From an optimization exercise on the open Yosys and OpenROAD flow, aimed at small area, a short achievable clock period and few clock cycles; shortcuts taken in it are not production practice. No activity file was given, so power comes from the tool's default toggle rates.

==> flow/design.v <==
module rq_qnt_pre (
    input  wire [31:0] w,
    output wire [24:0] k         
);
    wire        s = w[31];
    wire [7:0]  e = w[30:23];
    wire [22:0] f = w[22:0];
    wire brw   = {f[6:0], 1'b0} < {f[21:15], f[14:0] != 15'd0};
    wire exact = (e == 8'd127 && f[21:0] == 22'd0) || (e == 8'd126 && f == 23'd0);
    wire nan   = (e == 8'd255) && (f != 23'd0);
    wire big   = e[7];                       
    wire tiny  = ~e[7] & ~(e[6:4] == 3'b111) & ~(e[6:0] == 7'h6f);   
    wire [1:0]  cls = (nan | tiny) ? 2'b01 : big ? 2'b10 : 2'b00;
    wire        xb  = brw | (s & exact);
    wire [16:0] y0  = {1'b1, f[22:7]} - {15'd1, f[22]};
    wire [16:0] y1  = {1'b1, f[22:7]} - {14'd0, f[22], ~f[22], ~f[22]};
    wire [16:0] y   = xb ? y1 : y0;
    wire [4:0]  a   = {~e[4], ~e[3:0]};      
    assign k = {s, cls, a, y};
endmodule
module rq_qnt (
    input  wire [24:0] k,
    output wire [15:0] q
);
    wire        s     = k[24];
    wire [1:0]  cls   = k[23:22];
    wire [4:0]  a     = k[21:17];
    wire [16:0] y     = k[16:0];
    wire [17:0] xs  = {s, y ^ {17{s}}};
    wire [17:0] t   = $signed(xs) >>> a;
    wire [17:0] u   = t + 18'd1;
    wire        ovf = u[17] ^ u[16];
    assign q = cls[0]         ? 16'h0000 :
               (cls[1] | ovf) ? {s, {15{~s}}} : u[16:1];
endmodule
module rq_core (
    input  wire        clk,
    input  wire        rst,         
    input  wire        cmd_valid,
    output wire        cmd_ready,
    input  wire [31:0] cmd_data,
    output reg         out_valid,
    output reg  [15:0] out_data
);
    localparam [1:0] ST_UNCONF = 2'd0, ST_READY = 2'd1, ST_ERROR = 2'd2;
    localparam [2:0] C_CFG_TARGET = 3'd1, C_CFG_RATES = 3'd2,
                     C_PROTOCOL   = 3'd3, C_ILLEGAL   = 3'd4;
    localparam integer P_HDR   = 0,    
                       P_CFG   = 1,    
                       P_PRATE = 2,    
                       P_DIV   = 3,    
                       P_CHK   = 4,    
                       P_EMIT0 = 5,    
                       P_EMIT1 = 6,    
                       P_SAMP  = 7,    
                       P_DROP  = 8;    
    reg [1:0]  state;
    reg [2:0]  cause;
    reg [30:0] trate;         
    reg [8:0]  ph;            
    reg        rdy;           
    reg        is_err;        
    reg        first;         
    reg [32:0] rreg;          
    reg [23:0] remain;        
    reg [23:0] qr;            
    reg        qz;            
    reg [4:0]  cnt;           
    reg        cz;            
    reg [32:0] acc;           
    reg        s_valid;
    reg [24:0] s_data;
    assign cmd_ready = rdy;
    wire       hs   = cmd_valid & rdy;
    wire [7:0] op   = cmd_data[31:24];
    wire [23:0] len = cmd_data[23:0];
    wire [24:0] kq;
    wire [15:0] q;
    rq_qnt_pre u_pre (.w(cmd_data), .k(kq));
    rq_qnt     u_qnt (.k(s_data), .q(q));
    wire        samp  = ph[P_SAMP] | ph[P_EMIT1];
    wire        cnt_z = cz;
    wire        bit_n = qr[23];
    wire        cina  = ~first;
    wire [33:0] sa2   = {acc, 1'b1} + {~rreg, cina};
    wire [32:0] sum_a = sa2[33:1];
    wire        a_neg = sum_a[32];
    wire        x_zero = ph[P_PRATE] | ph[P_CHK] | first;
    wire        x_dbl  = ph[P_DIV] & ~first;
    wire [32:0] x_b    = x_zero ? 33'd0 : x_dbl ? {acc[31:0], 1'b0} : acc;
    wire        z_sub  = ph[P_EMIT0] | samp;
    wire        z_t    = ph[P_PRATE] | ph[P_CHK] | (ph[P_DIV] & bit_n & ~cnt_z);
    wire [32:0] z_b    = z_sub ? ~{1'b0, trate, 1'b0} : z_t ? {2'b0, trate} : 33'd0;
    wire [33:0] sb2    = {x_b, 1'b1} + {z_b, z_sub};
    wire [32:0] sum_b  = sb2[33:1];
    wire        pick = acc[32] & ~qz;
    wire        rbad = rreg[31] | ~a_neg;    
    wire        ge   = ~a_neg;               
    wire        len_small = (len[23:9] == 15'd0);
    wire        hdr_ill = ~(cmd_data == 32'h0300_0000) & ~(cmd_data == 32'h0100_0000) &
                          ~(op == 8'h02) & (state != ST_ERROR);
    wire        cfg_err = (state == ST_UNCONF) & (cmd_data[31] | (cmd_data == 32'd0));
    wire        samp_hs = (ph[P_SAMP] | ph[P_EMIT1]) & hs;
    wire        acc_a   = (ph[P_DIV] & ~first & ge) | (samp_hs & pick);
    wire        acc_en  = acc_a | (ph[P_PRATE] & hs) | ph[P_DIV] | ph[P_CHK] | ph[P_EMIT0] | samp_hs;
    wire        qr_ld     = ph[P_HDR] & hs;
    wire        qr_inc_en = (ph[P_DIV] & ~first & ge) | (ph[P_CHK] & ge);
    wire        qr_shl    = ph[P_DIV] & (first | ~ge) & ~cnt_z;
    wire        qr_dec_en = samp_hs & pick;
    wire [23:0] qr_inc = qr + 24'd1;
    wire [23:0] qr_dec = qr - 24'd1;
    wire        qr_one = (qr == 24'd1);
    wire [23:0] rm_dec = remain - 24'd1;
    wire        rm_one = (remain == 24'd1);
    wire        rm_z   = (remain == 24'd0);
    reg [8:0]  nph;
    always @* begin
        nph = ph;
        if (hs & (ph[P_SAMP] | ph[P_DROP] | ph[P_EMIT1]) & rm_one) begin
            nph = 9'd0; nph[P_HDR] = 1'b1;
        end else if (ph[P_EMIT1]) begin
            nph = 9'd0;
            if (rm_z)        nph[P_HDR]  = 1'b1;
            else if (is_err) nph[P_DROP] = 1'b1;
            else             nph[P_SAMP] = 1'b1;
        end else if (ph[P_HDR] & hs) begin
            nph = 9'd0;
            if (cmd_data == 32'h0300_0000)      nph[P_HDR]   = 1'b1;
            else if (cmd_data == 32'h0100_0000) nph[P_CFG]   = 1'b1;
            else if (op == 8'h02)               nph[P_PRATE] = 1'b1;
            else if (state != ST_ERROR)         nph[P_EMIT0] = 1'b1;
            else                                nph[P_HDR]   = 1'b1;
        end else if (ph[P_CFG] & hs) begin
            nph = 9'd0;
            if (state == ST_ERROR)                              nph[P_HDR]   = 1'b1;
            else if (state == ST_READY)                         nph[P_EMIT0] = 1'b1;
            else if (cmd_data[31] || cmd_data == 32'd0)         nph[P_EMIT0] = 1'b1;
            else                                                nph[P_HDR]   = 1'b1;
        end else if (ph[P_PRATE] & hs) begin
            nph = 9'd0;
            if (state == ST_ERROR)       nph[rm_z ? P_HDR : P_DROP] = 1'b1;
            else if (state == ST_UNCONF) nph[P_EMIT0] = 1'b1;
            else                         nph[P_DIV]   = 1'b1;
        end else if (ph[P_DIV]) begin
            if (first ? rbad : (!ge && cnt_z)) begin
                nph = 9'd0;
                nph[first ? P_EMIT0 : P_CHK] = 1'b1;
            end
        end else if (ph[P_CHK]) begin
            nph = 9'd0; nph[P_EMIT0] = 1'b1;
        end else if (ph[P_EMIT0]) begin
            nph = 9'd0; nph[P_EMIT1] = 1'b1;
        end
    end
    always @(posedge clk) begin
        s_data   <= kq;
        out_data <= ph[P_EMIT0] ? (is_err ? 16'he000 : {8'h10, qr[23:16]}) :
                    ph[P_EMIT1] ? (is_err ? {13'd0, cause} : qr[15:0]) : q;
        if (rst) begin
            state     <= ST_UNCONF;
            cause     <= 3'd0;
            ph        <= 9'd1;
            rdy       <= 1'b1;
            out_valid <= 1'b0;
            s_valid   <= 1'b0;
            first     <= 1'b0;
        end else begin
            ph        <= nph;
            rdy       <= nph[P_HDR] | nph[P_CFG] | nph[P_PRATE] | nph[P_SAMP] | nph[P_DROP] |
                         (nph[P_EMIT1] & ~is_err & ~rm_z);
            out_valid <= s_valid | ph[P_EMIT0] | ph[P_EMIT1];
            if (acc_en) acc <= acc_a ? sum_a : sum_b;
            if (qr_ld | qr_inc_en | qr_shl | qr_dec_en)
                qr <= qr_ld ? (len_small ? {len[8:0], 15'd0} : len) :
                      qr_inc_en ? qr_inc : qr_shl ? {qr[22:0], 1'b0} : qr_dec;
            if (qr_ld) begin
                cnt <= len_small ? 5'd9 : 5'd24;
                cz  <= 1'b0;
            end else if (qr_shl) begin
                cnt <= cnt - 5'd1;
                cz  <= (cnt == 5'd1);
            end
            if (ph[P_PRATE] & hs) rreg <= {cmd_data[31], cmd_data};
            else if (ph[P_EMIT0]) rreg <= {sum_a[31:0], 1'b0};    
            if (ph[P_HDR] & hs) remain <= hdr_ill ? 24'd0 : len;
            else if ((ph[P_SAMP] | ph[P_EMIT1] | ph[P_DROP]) & hs) remain <= rm_dec;
            if (ph[P_EMIT0]) qz <= (qr == 24'd0);
            else if (qr_dec_en) qz <= qr_one;
            s_valid <= samp_hs & pick;
            if (ph[P_PRATE] & hs) first <= (state == ST_READY);
            else if (ph[P_DIV]) first <= 1'b0;
            if (ph[P_HDR] & hs) begin
                if (cmd_data == 32'h0300_0000) begin
                    state <= ST_UNCONF;
                    cause <= 3'd0;
                end else if (hdr_ill) begin
                    state  <= ST_ERROR;
                    cause  <= C_ILLEGAL;
                    is_err <= 1'b1;
                end
            end
            if (ph[P_CFG] & hs & (state != ST_ERROR)) begin
                if (state == ST_READY) begin
                    state  <= ST_ERROR;
                    cause  <= C_PROTOCOL;
                    is_err <= 1'b1;
                end else if (cfg_err) begin
                    state  <= ST_ERROR;
                    cause  <= C_CFG_TARGET;
                    is_err <= 1'b1;
                end else begin
                    trate <= cmd_data[30:0];
                    state <= ST_READY;
                end
            end
            if (ph[P_PRATE] & hs) begin
                if (state == ST_UNCONF) begin
                    state  <= ST_ERROR;
                    cause  <= C_PROTOCOL;
                    is_err <= 1'b1;
                end else if (state == ST_READY) begin
                    is_err <= 1'b0;
                end
            end
            if (ph[P_DIV] & first & rbad) begin
                state  <= ST_ERROR;
                cause  <= C_CFG_RATES;
                is_err <= 1'b1;
            end
        end
    end
endmodule
clock: 12.0 ns
lec_check: 0
cap_margin: 20
core_margin: 2
core_utilization: 40
slew_margin: 20
standard.sh (not shown) runs the stock make flow with config.mk's settings and CLKGATE_MAP_FILE= SYNTH_SCRIPT=/design/flow/synth_recipe.tcl, a recipe that flattens the netlist after the stock synthesis.
==> flow/flow/run.sh <==
#!/bin/bash
# Standard layout, with timing repair aimed below the clock period:
# repair_timing works to a setup slack of SETUP_SLACK_MARGIN ns.
set -euo pipefail
export SETUP_SLACK_MARGIN=8
bash standard.sh > standard_flow.log 2>&1
Change:
--- a/flow/design.v
+++ b/flow/design.v
@@ -9,14 +9,12 @@
     wire exact = (e == 8'd127 && f[21:0] == 22'd0) || (e == 8'd126 && f == 23'd0);
     wire nan   = (e == 8'd255) && (f != 23'd0);
     wire big   = e[7];                       
     wire tiny  = ~e[7] & ~(e[6:4] == 3'b111) & ~(e[6:0] == 7'h6f);   
     wire [1:0]  cls = (nan | tiny) ? 2'b01 : big ? 2'b10 : 2'b00;
-    wire        xb  = brw | (s & exact);
-    wire [16:0] y0  = {1'b1, f[22:7]} - {15'd1, f[22]};
-    wire [16:0] y1  = {1'b1, f[22:7]} - {14'd0, f[22], ~f[22], ~f[22]};
-    wire [16:0] y   = xb ? y1 : y0;
+    wire [2:0]  d   = 3'd2 + {2'b0, f[22]} + {2'b0, brw} + {2'b0, s & exact};
+    wire [16:0] y   = {1'b1, f[22:7]} - {14'd0, d};
     wire [4:0]  a   = {~e[4], ~e[3:0]};      
     assign k = {s, cls, a, y};
 endmodule
 module rq_qnt (
     input  wire [24:0] k,
@@ -64,11 +62,10 @@
     reg [32:0] rreg;          
     reg [23:0] remain;        
     reg [23:0] qr;            
     reg        qz;            
     reg [4:0]  cnt;           
-    reg        cz;            
     reg [32:0] acc;           
     reg        s_valid;
     reg [24:0] s_data;
     assign cmd_ready = rdy;
     wire       hs   = cmd_valid & rdy;
@@ -77,24 +74,22 @@
     wire [24:0] kq;
     wire [15:0] q;
     rq_qnt_pre u_pre (.w(cmd_data), .k(kq));
     rq_qnt     u_qnt (.k(s_data), .q(q));
     wire        samp  = ph[P_SAMP] | ph[P_EMIT1];
-    wire        cnt_z = cz;
+    wire        cnt_z = (cnt == 5'd0);
     wire        bit_n = qr[23];
     wire        cina  = ~first;
-    wire [33:0] sa2   = {acc, 1'b1} + {~rreg, cina};
-    wire [32:0] sum_a = sa2[33:1];
+    wire [32:0] sum_a = acc + ~rreg + {32'd0, cina};
     wire        a_neg = sum_a[32];
     wire        x_zero = ph[P_PRATE] | ph[P_CHK] | first;
     wire        x_dbl  = ph[P_DIV] & ~first;
     wire [32:0] x_b    = x_zero ? 33'd0 : x_dbl ? {acc[31:0], 1'b0} : acc;
     wire        z_sub  = ph[P_EMIT0] | samp;
     wire        z_t    = ph[P_PRATE] | ph[P_CHK] | (ph[P_DIV] & bit_n & ~cnt_z);
     wire [32:0] z_b    = z_sub ? ~{1'b0, trate, 1'b0} : z_t ? {2'b0, trate} : 33'd0;
-    wire [33:0] sb2    = {x_b, 1'b1} + {z_b, z_sub};
-    wire [32:0] sum_b  = sb2[33:1];
+    wire [32:0] sum_b  = x_b + z_b + {32'd0, z_sub};
     wire        pick = acc[32] & ~qz;
     wire        rbad = rreg[31] | ~a_neg;    
     wire        ge   = ~a_neg;               
     wire        len_small = (len[23:9] == 15'd0);
     wire        hdr_ill = ~(cmd_data == 32'h0300_0000) & ~(cmd_data == 32'h0100_0000) &
@@ -171,17 +166,12 @@
             out_valid <= s_valid | ph[P_EMIT0] | ph[P_EMIT1];
             if (acc_en) acc <= acc_a ? sum_a : sum_b;
             if (qr_ld | qr_inc_en | qr_shl | qr_dec_en)
                 qr <= qr_ld ? (len_small ? {len[8:0], 15'd0} : len) :
                       qr_inc_en ? qr_inc : qr_shl ? {qr[22:0], 1'b0} : qr_dec;
-            if (qr_ld) begin
-                cnt <= len_small ? 5'd9 : 5'd24;
-                cz  <= 1'b0;
-            end else if (qr_shl) begin
-                cnt <= cnt - 5'd1;
-                cz  <= (cnt == 5'd1);
-            end
+            if (qr_ld) cnt <= len_small ? 5'd9 : 5'd24;
+            else if (qr_shl) cnt <= cnt - 5'd1;
             if (ph[P_PRATE] & hs) rreg <= {cmd_data[31], cmd_data};
             else if (ph[P_EMIT0]) rreg <= {sum_a[31:0], 1'b0};    
             if (ph[P_HDR] & hs) remain <= hdr_ill ? 24'd0 : len;
             else if ((ph[P_SAMP] | ph[P_EMIT1] | ph[P_DROP]) & hs) remain <= rm_dec;
             if (ph[P_EMIT0]) qz <= (qr == 24'd0);
Power fell by 4.6%.
Core utilization is higher by 1.9 points.
First-iteration DRC count came out lower by 5.6%.
Die area went up by 3.9%.
Sequential power decreases by about 5%.
Clock skew is about the same.
Area after synthesis rose by about 4%.
Clock-buffer cell count went down by 6.
Sequential cell count goes down by 1.
Non-clock buffer count went up by 32.
Via count increases by 9.1%.
Combinational power falls by about 10%.
Wire length grows by about 12%.
Final area came out higher by 8.5%.
Function was not checked in any run of this note: the RTL went through the layout flow alone.

==> port drivers added, routing unchanged <==
The flow's constraints put no driver on any port. The routed layouts listed below were extracted and timed again, unchanged, in two steps.
Step 1, drivers: a clkbuf_16 drives clk and a buf_2 each remaining input, both assumed.
Step 2 adds t to the input delays and takes it off the output delays; t is the mean of the earliest and latest rising clock arrival at the registers after step 1. Input paths then give back, and output paths get back, about the clock's delay inside the block.
Slacks: ideal ports / drivers / drivers and shift; pairs: ideal ports / drivers.
run | t (ns) | setup slack, ns | clock arrival spread, ns | worst register clock-pin slew, ns
the first run | 0.622 | 7.153 / 7.161 / 6.539 | 0.026 / 0.026 | 0.07 / 0.07
the second run | 0.628 | 7.308 / 7.302 / 6.674 | 0.026 / 0.026 | 0.07 / 0.07
After both steps setup and hold are still met in every run listed. The setup slack of the second run, which loses most, moves by -0.006 ns with the drivers and by -0.634 ns with both steps.
